From an optimization exercise on the open Yosys and OpenROAD flow, aimed at small area and few clock cycles; shortcuts taken in it are not production practice.
Function not checked in this run: the RTL went through the layout flow alone.
No activity file was given, so power comes from the tool's default toggle rates.

==> design/flow/config.mk <==
export PLATFORM = sky130hd
export DESIGN_NAME = adf4350_enc
export DESIGN_NICKNAME = adf4350_enc
export VERILOG_FILES = /design/flow/design.v
export SDC_FILE = /design/flow/constraint.sdc
export NUM_CORES = 4
export LEC_CHECK = 0
export CAP_MARGIN = 20
export CORE_MARGIN = 2
export CORE_UTILIZATION = 40
export SLEW_MARGIN = 20
==> design/flow/constraint.sdc <==
create_clock -name core_clock -period 10.0 [get_ports {clk}]
set_input_delay 2.0000 -clock core_clock [delete_from_list [all_inputs] [get_ports {clk}]]
set_output_delay 2.0000 -clock core_clock [all_outputs]
set_load 0.01 [all_outputs]
==> design/flow/design.v <==
module adf4350_enc (
    input  wire        clk,
    input  wire        rst,          
    input  wire        cmd_valid,
    output wire        ready,
    input  wire [3:0]  cmd_op,
    input  wire [31:0] cmd_a,
    input  wire [15:0] cmd_b,
    output reg  [31:0] result,
    output wire        fault,
    output wire [1:0]  fault_code,
    output reg         cs_n,
    output reg         sclk,
    output reg         sdata
);
    localparam [3:0] OP_INIT        = 4'h1;
    localparam [3:0] OP_SET_FREQ    = 4'h2;
    localparam [3:0] OP_GET_FREQ    = 4'h3;
    localparam [3:0] OP_SET_PD      = 4'h4;
    localparam [3:0] OP_SET_RF_EN   = 4'h5;
    localparam [3:0] OP_SET_AUX_EN  = 4'h6;
    localparam [3:0] OP_SET_RF_PWR  = 4'h7;
    localparam [3:0] OP_SET_AUX_PWR = 4'h8;
    localparam [3:0] OP_SET_FB_TYPE = 4'h9;
    localparam [1:0] CAUSE_NONE     = 2'd0;
    localparam [1:0] CAUSE_NOT_INIT = 2'd1;
    localparam [1:0] CAUSE_REF_ZERO = 2'd2;
    localparam [2:0] ST_IDLE     = 3'd0;
    localparam [2:0] ST_PLAN     = 3'd1;    
    localparam [2:0] ST_DIV_INT  = 3'd2;    
    localparam [2:0] ST_DIV_FRAC = 3'd3;    
    localparam [2:0] ST_LOAD     = 3'd4;    
    localparam [2:0] ST_FRAME    = 3'd5;    
    reg [2:0]  state;
    reg        initd;
    reg        faulted;
    reg [1:0]  fault_cause;
    reg [31:0] fkhz;         
    reg [15:0] ref_mhz;      
    reg [2:0]  div;          
    reg [15:0] int_r;        
    reg [11:0] frac_r;       
    reg [11:0] mod_r;        
    reg        fb;
    reg        pd;
    reg        aux_en;
    reg        rf_en;
    reg [1:0]  aux_pwr;
    reg [1:0]  rf_pwr;
    reg [31:0] dv_quo;
    reg [25:0] dv_rem;
    reg [25:0] dv_den;
    reg [5:0]  dv_cnt;
    reg [2:0]  word_k;       
    reg [31:0] shreg;        
    reg [5:0]  bit_cnt;      
    assign ready      = (state == ST_IDLE) && !faulted;
    assign fault      = faulted;
    assign fault_code = fault_cause;
    reg [2:0] div_sel;
    always @(*) begin
        if      (fkhz < 32'd68750)   div_sel = 3'd6;
        else if (fkhz < 32'd137500)  div_sel = 3'd5;
        else if (fkhz < 32'd275000)  div_sel = 3'd4;
        else if (fkhz < 32'd550000)  div_sel = 3'd3;
        else if (fkhz < 32'd1100000) div_sel = 3'd2;
        else if (fkhz < 32'd2200000) div_sel = 3'd1;
        else                         div_sel = 3'd0;
    end
    wire [25:0] ref_x1000 = ref_mhz * 26'd1000;      
    wire [22:0] ref_x100  = ref_mhz * 23'd100;       
    wire [26:0] dv_trial = {1'b0, dv_rem, dv_quo[31]} - {1'b0, dv_den};
    wire        dv_ge    = !dv_trial[26];
    reg [31:0] word;
    always @(*) begin
        case (word_k)
            3'd0:    word = {1'b0, int_r, frac_r, 3'd0};
            3'd1:    word = {4'b0000, 1'b1, 12'd1, mod_r, 3'd1};
            3'd2:    word = {1'b0, 2'b11, 3'b110, 11'd0, 1'b1, 1'b0, 4'b1110,
                             2'b00, 1'b1, pd, 2'b00, 3'd2};
            3'd3:    word = {17'd0, 12'd150, 3'd3};
            3'd4:    word = {8'd0, fb, div, 8'd200, 3'b000, aux_en, aux_pwr,
                             rf_en, rf_pwr, 3'd4};
            3'd5:    word = {8'd0, 2'b01, 1'b0, 2'b11, 16'd0, 3'd5};
            default: word = 32'd0;
        endcase
    end
    wire accept = cmd_valid && ready;
    always @(posedge clk) begin
        if (rst) begin
            state       <= ST_IDLE;
            initd       <= 1'b0;
            faulted     <= 1'b0;
            fault_cause <= CAUSE_NONE;
            fb          <= 1'b0;
            pd          <= 1'b0;
            aux_en      <= 1'b0;
            rf_en       <= 1'b0;
            aux_pwr     <= 2'd0;
            rf_pwr      <= 2'd0;
            cs_n        <= 1'b1;
            sclk        <= 1'b0;
        end else begin
            case (state)
                ST_IDLE: begin
                    if (accept) begin
                        if (cmd_op >= OP_INIT && cmd_op <= OP_SET_FB_TYPE) begin
                            if (cmd_op != OP_INIT && !initd) begin
                                faulted     <= 1'b1;
                                fault_cause <= CAUSE_NOT_INIT;
                            end else begin
                                word_k <= 3'd5;
                                case (cmd_op)
                                    OP_INIT: begin
                                        if (cmd_b == 16'd0) begin
                                            faulted     <= 1'b1;
                                            fault_cause <= CAUSE_REF_ZERO;
                                        end else begin
                                            ref_mhz <= cmd_b;
                                            fkhz    <= cmd_a;
                                            initd   <= 1'b1;
                                            state   <= ST_PLAN;
                                        end
                                    end
                                    OP_SET_FREQ: begin
                                        fkhz  <= cmd_a;
                                        state <= ST_PLAN;
                                    end
                                    OP_GET_FREQ: begin
                                        result <= fkhz;
                                    end
                                    OP_SET_PD: begin
                                        pd    <= (cmd_a != 32'd0);
                                        state <= ST_LOAD;
                                    end
                                    OP_SET_RF_EN: begin
                                        rf_en <= (cmd_a != 32'd0);
                                        state <= ST_LOAD;
                                    end
                                    OP_SET_AUX_EN: begin
                                        aux_en <= (cmd_a != 32'd0);
                                        state  <= ST_LOAD;
                                    end
                                    OP_SET_RF_PWR: begin
                                        rf_pwr <= (cmd_a > 32'd3) ? 2'd3 : cmd_a[1:0];
                                        state  <= ST_LOAD;
                                    end
                                    OP_SET_AUX_PWR: begin
                                        aux_pwr <= (cmd_a > 32'd3) ? 2'd3 : cmd_a[1:0];
                                        state   <= ST_LOAD;
                                    end
                                    OP_SET_FB_TYPE: begin
                                        fb    <= (cmd_a != 32'd0);
                                        state <= ST_LOAD;
                                    end
                                    default: ;
                                endcase
                            end
                        end
                    end
                end
                ST_PLAN: begin
                    div    <= div_sel;
                    mod_r  <= ref_x100[11:0];
                    dv_quo <= fkhz << div_sel;       
                    dv_rem <= 26'd0;
                    dv_den <= ref_x1000;
                    dv_cnt <= 6'd0;
                    state  <= ST_DIV_INT;
                end
                ST_DIV_INT, ST_DIV_FRAC: begin
                    if (dv_cnt != 6'd32) begin
                        dv_rem <= dv_ge ? dv_trial[25:0] : {dv_rem[24:0], dv_quo[31]};
                        dv_quo <= {dv_quo[30:0], dv_ge};
                        dv_cnt <= dv_cnt + 6'd1;
                    end else if (state == ST_DIV_INT) begin
                        int_r  <= dv_quo[15:0];
                        dv_quo <= {6'd0, dv_rem} + 32'd5;
                        dv_rem <= 26'd0;
                        dv_den <= 26'd10;
                        dv_cnt <= 6'd0;
                        state  <= ST_DIV_FRAC;
                    end else begin
                        frac_r <= dv_quo[11:0];
                        state  <= ST_LOAD;
                    end
                end
                ST_LOAD: begin
                    cs_n    <= 1'b0;
                    sclk    <= 1'b0;
                    sdata   <= word[31];
                    shreg   <= {word[30:0], 1'b0};
                    bit_cnt <= 6'd0;
                    state   <= ST_FRAME;
                end
                ST_FRAME: begin
                    if (sclk) begin
                        sclk    <= 1'b0;
                        bit_cnt <= bit_cnt + 6'd1;
                        sdata   <= shreg[31];
                        shreg   <= {shreg[30:0], 1'b0};
                    end else if (bit_cnt == 6'd32) begin
                        cs_n <= 1'b1;
                        if (word_k == 3'd0) begin
                            state <= ST_IDLE;
                        end else begin
                            word_k <= word_k - 3'd1;
                            state  <= ST_LOAD;
                        end
                    end else begin
                        sclk <= 1'b1;
                    end
                end
                default: state <= ST_IDLE;
            endcase
        end
    end
endmodule
==> design/flow/run.sh <==
#!/bin/bash
# synth_recipe.tcl (not shown) runs the flow's synth.tcl, then flattens the netlist and writes it again
# the make line also repeats each setting of config.mk as NAME=value (left out here)
make -C /OpenROAD-flow-scripts/flow DESIGN_CONFIG=/design/flow/config.mk WORK_HOME=/design/flow/orfs CLKGATE_MAP_FILE= SYNTH_SCRIPT=/design/flow/synth_recipe.tcl finish
==> summary.txt <==
status no timing/DRC/antenna violations; DP HPWL 28200 um; CTS Buffer Depth 3; Post-CTS Setup Inserts 0; die area 0.0431 sq mm; maximum clock frequency 0.203 GHz; number of synthesized flops with an enable pin 250; vias in the first global route 11504; # DRC 0; final count of hold timing violations 0; CP max FO 5; gpl congestion 0.870; WP data required 10310 ps; global route overflow 0; drt wl/cell 17.6 um; Top FF cell, synth edfxtp_1; critical path's top delay family adder cells; type of the worst min-delay path flop to flop; total track usage 0.173; DR iter-0 viols 907; drt via density 5.39; critical path depth 15; sequential fraction of the synthesis area 0.473; post-synthesis cell count 1537; Yosys cell types 80; total CTS buffers 29; share of post-route cells with drive strength above 1 0.0570; drt pass-1 iters 5; chip height 208 um; Worst R2R Path Depth 15; area grow syn2layout 14.7%; Initial Util 0.406; CP endpoint kind flop; Pleak 7.23 nW; CP startpoint kind flop; Yosys reg bits 267; Core ar. 0.0408 sq mm; worst-skew pair later-pin latency 590 ps; Worst Path Arrival 5230 ps; dpl cell area 0.0181 sq mm; htree depth 1; slowest CP cell fa_1; # nets final 1823; CP Class flop to flop; Final WS setup 5080 ps; DP Worst Slack 5020 ps; Buf+Inv Stages, Crit Path 2; ys async rst share 0; initial antenna violation count 0; DR vias 11664; Most Frequent Cell on Critical Path fa_1; worst path cell trace inv_1, fa_1, fa_1, fa_1, fa_1, inv_1, ha_1, a21oi_1, nor2_1, a21oi_1, a31oi_1, o41ai_1, o21ba_2, xor2_1, nor2_1; fillers 3802; period utilisation layout 0.492; Register Area 0.00785 sq mm; Die W 208 um; unrepaired setup endpoints after global routing no; post-route ant nets 0; Final Cell Area 0.0190 sq mm; Clock Tree Root clkbuf_16; Peak VDD IR 0.000136 V; net count after synthesis 1750; mapped cell area 0.0166 sq mm; diodes inserted 0; first-pass GRT wire length 60900 um; slew margin rel. 0.314; setup slack of the most critical reg-to-reg path 5080 ps; Ys Warns 1; Multi-input gate area 0.00798 sq mm; Clock Sinks 267; floorplan row count 74; Avg Inst Size Synth 10.8 sq um; Port Buffer Count 93; setup TNS 0 ps; CTS tree done; CTS clk-pin slew, worst paths 60 ps; Clock Skew 20.7 ps; largest net degree at the start of global routing 65; total routed wirelength 38100 um; cts hold-fix bufs 0; Slew @ Worst Pin 1030 ps; fin. max-slew vios 0; IO Pins 94; Final setup viols 0; crit path time final 4920 ps; post-cts sizing count 0; Power Density 169 mW/mm^2; Max Cap Viol 0; Slowest Stage Delay on Critical Path 520 ps; hold depth 2
## cells in the mapped netlist (7+ instances only)
| cell | number | share of area |
|---|---|---|
| a211o_1 | 10 | 0.0053 |
| a211oi_1 | 22 | 0.010 |
| a21o_1 | 22 | 0.010 |
| a21oi_1 | 65 | 0.020 |
| a22o_1 | 9 | 0.0048 |
| a22oi_1 | 9 | 0.0041 |
| a31oi_1 | 11 | 0.0042 |
| and3_1 | 22 | 0.0083 |
| buf_2 | 7 | 0.0021 |
| clkbuf_1 | 53 | 0.012 |
| dfxtp_1 | 17 | 0.021 |
| edfxtp_1 | 250 | 0.45 |
| fa_1 | 58 | 0.070 |
| ha_1 | 100 | 0.075 |
| inv_1 | 145 | 0.033 |
| mux2_2 | 10 | 0.0068 |
| mux2i_1 | 41 | 0.025 |
| nand2_1 | 113 | 0.026 |
| nand2b_1 | 16 | 0.0060 |
| nand3_1 | 45 | 0.014 |
| nand4_1 | 10 | 0.0038 |
| nor2_1 | 141 | 0.032 |
| nor2b_1 | 15 | 0.0057 |
| nor3_1 | 29 | 0.0088 |
| nor4_1 | 22 | 0.0083 |
| o211ai_1 | 28 | 0.013 |
| o21a_1 | 9 | 0.0041 |
| o21ai_0 | 60 | 0.018 |
| o22ai_1 | 9 | 0.0034 |
| o41ai_1 | 7 | 0.0037 |
| xnor2_1 | 42 | 0.022 |
| xor2_1 | 32 | 0.017 |
## cells by family after synthesis
family	count (synthesis)	synth area share
adders and majority gates	158	0.146
muxes	52	0.0324
xor gates and xnor gates	74	0.0391
and+or+nand+nor	448	0.128
AOI/OAI and AO/OA	322	0.132
buffers and inverters	216	0.0499
DFF	267	0.473
## worst register-to-register path: stages (launching register included)
cell and delay, ps:
edfxtp_1 410, inv_1 290, fa_1 510, fa_1 530, fa_1 510, fa_1 510
inv_1 40, ha_1 330, a21oi_1 290, nor2_1 90, a21oi_1 180, a31oi_1 150
o41ai_1 430, o21ba_2 200, xor2_1 140, nor2_1 50
## per-layer routing
| layer | up-vias | share of wire | GRT usage |
|---|---|---|---|
| met5 | - | 0 | 0 |
| met3 | 56 | 0.043 | 0.0238 |
| met1 | 5616 | 0.45 | 0.233 |
| met4 | 0 | 0.028 | 0.0510 |
| li1 | 5724 | - | - |
| met2 | 268 | 0.48 | 0.292 |
## per-stage QoR
stage | instances | util | hold slack [ps] | power, mW
after floorplan | 1537 | - | 421 | 1.98
after global placement | 2111 | 0.443 | 457 | 2.19
after detailed placement | 2111 | 0.443 | 465 | 2.20
after CTS | 2165 | 0.466 | 474 | 3.25
after global routing | 2165 | 0.466 | 499 | 3.38
final | 2165 | 0.466 | 465 | 3.22
## registers in the layout, summed over array words and instances (netlist names), 2 cells and up
| register | flops |
|---|---|
| ref_mhz | 16 |
| dv_den | 24 |
| result | 32 |
| rf_pwr | 2 |
| mod_r | 10 |
| shreg | 31 |
| state | 3 |
| dv_cnt | 6 |
| bit_cnt | 6 |
| frac_r | 12 |
| dv_quo | 32 |
| fkhz | 32 |
| aux_pwr | 2 |
| int_r | 16 |
| word_k | 3 |
| fault_cause | 2 |
| div | 3 |
| dv_rem | 26 |
## report_power, final
part / leakage (nW) / switching [mW] / internal, mW
Combinational: 4.37 / 0.415 / 0.286
Sequential: 2.42 / 0.0960 / 1.38
Clock: 0.443 / 0.450 / 0.594
## cells in the final DEF (no fill, tap or decap), drive strengths merged, types with 15 or more instances in the layout
| master | netlist | layout |
|---|---|---|
| o211ai | 28 | 28 |
| nand3 | 45 | 45 |
| nor2 | 141 | 141 |
| nand2 | 113 | 113 |
| buf | 14 | 16 |
| inv | 148 | 149 |
| clkbuf | 53 | 37 |
| nor3 | 30 | 30 |
| nor2b | 15 | 15 |
| nand2b | 16 | 16 |
| xor2 | 32 | 32 |
| dfxtp | 17 | 17 |
| nor4 | 22 | 22 |
| edfxtp | 250 | 250 |
| a211oi | 22 | 22 |
| a21oi | 65 | 65 |
| and3 | 22 | 22 |
| xnor2 | 42 | 42 |
| o21ai | 63 | 63 |
| fa | 58 | 58 |
| clkdlybuf4s50 | 0 | 93 |
| a21o | 22 | 22 |
| ha | 100 | 100 |
| mux2i | 42 | 42 |
## final timing paths
path	from	endpoint
setup / recovery	ref_mhz[6]	dv_den[22]
hold / removal	faulted	faulted
setup reg to reg	ref_mhz[6]	dv_den[22]
hold reg to reg	faulted	faulted
## cell type report
cell class / count / share of cell area
Sequential cell: 267 / 0.413
Clock buffer: 37 / 0.0403
Timing Repair Buffer: 109 / 0.0553
Tap cell: 532 / 0.0350
Clock inverter: 17 / 0.00796
Multi-Input combinational cell: 1054 / 0.420
Inverter: 149 / 0.0294

[afterwards: timing with drivers on the ports]
The results above use ideal ports. As a check the final layout listed here was re-extracted and re-timed, cells and wires unchanged. Step 1, drivers: a clkbuf_16 drives clk and a buf_2 each remaining input, both assumed. Step 2 times the ports against the registers' clock, not the clock port: input delays grow and output delays shrink by t, the midpoint of the rising clock arrivals with the driver on. a / b / c = ideal / step 1 / step 2; a / b = the first two.
shift t [ns]: 0.629
slack for setup (ns): 5.085 / 5.085 / 5.015
worst setup path after step 2: input to register
worst register clock-pin slew, ns: 0.07 / 0.07
worst data-port slew with drivers (ns): 0.05
After both steps this run still meets setup and hold. The setup slack of this run moves by 0.000 ns with the drivers and by -0.070 ns with both steps.
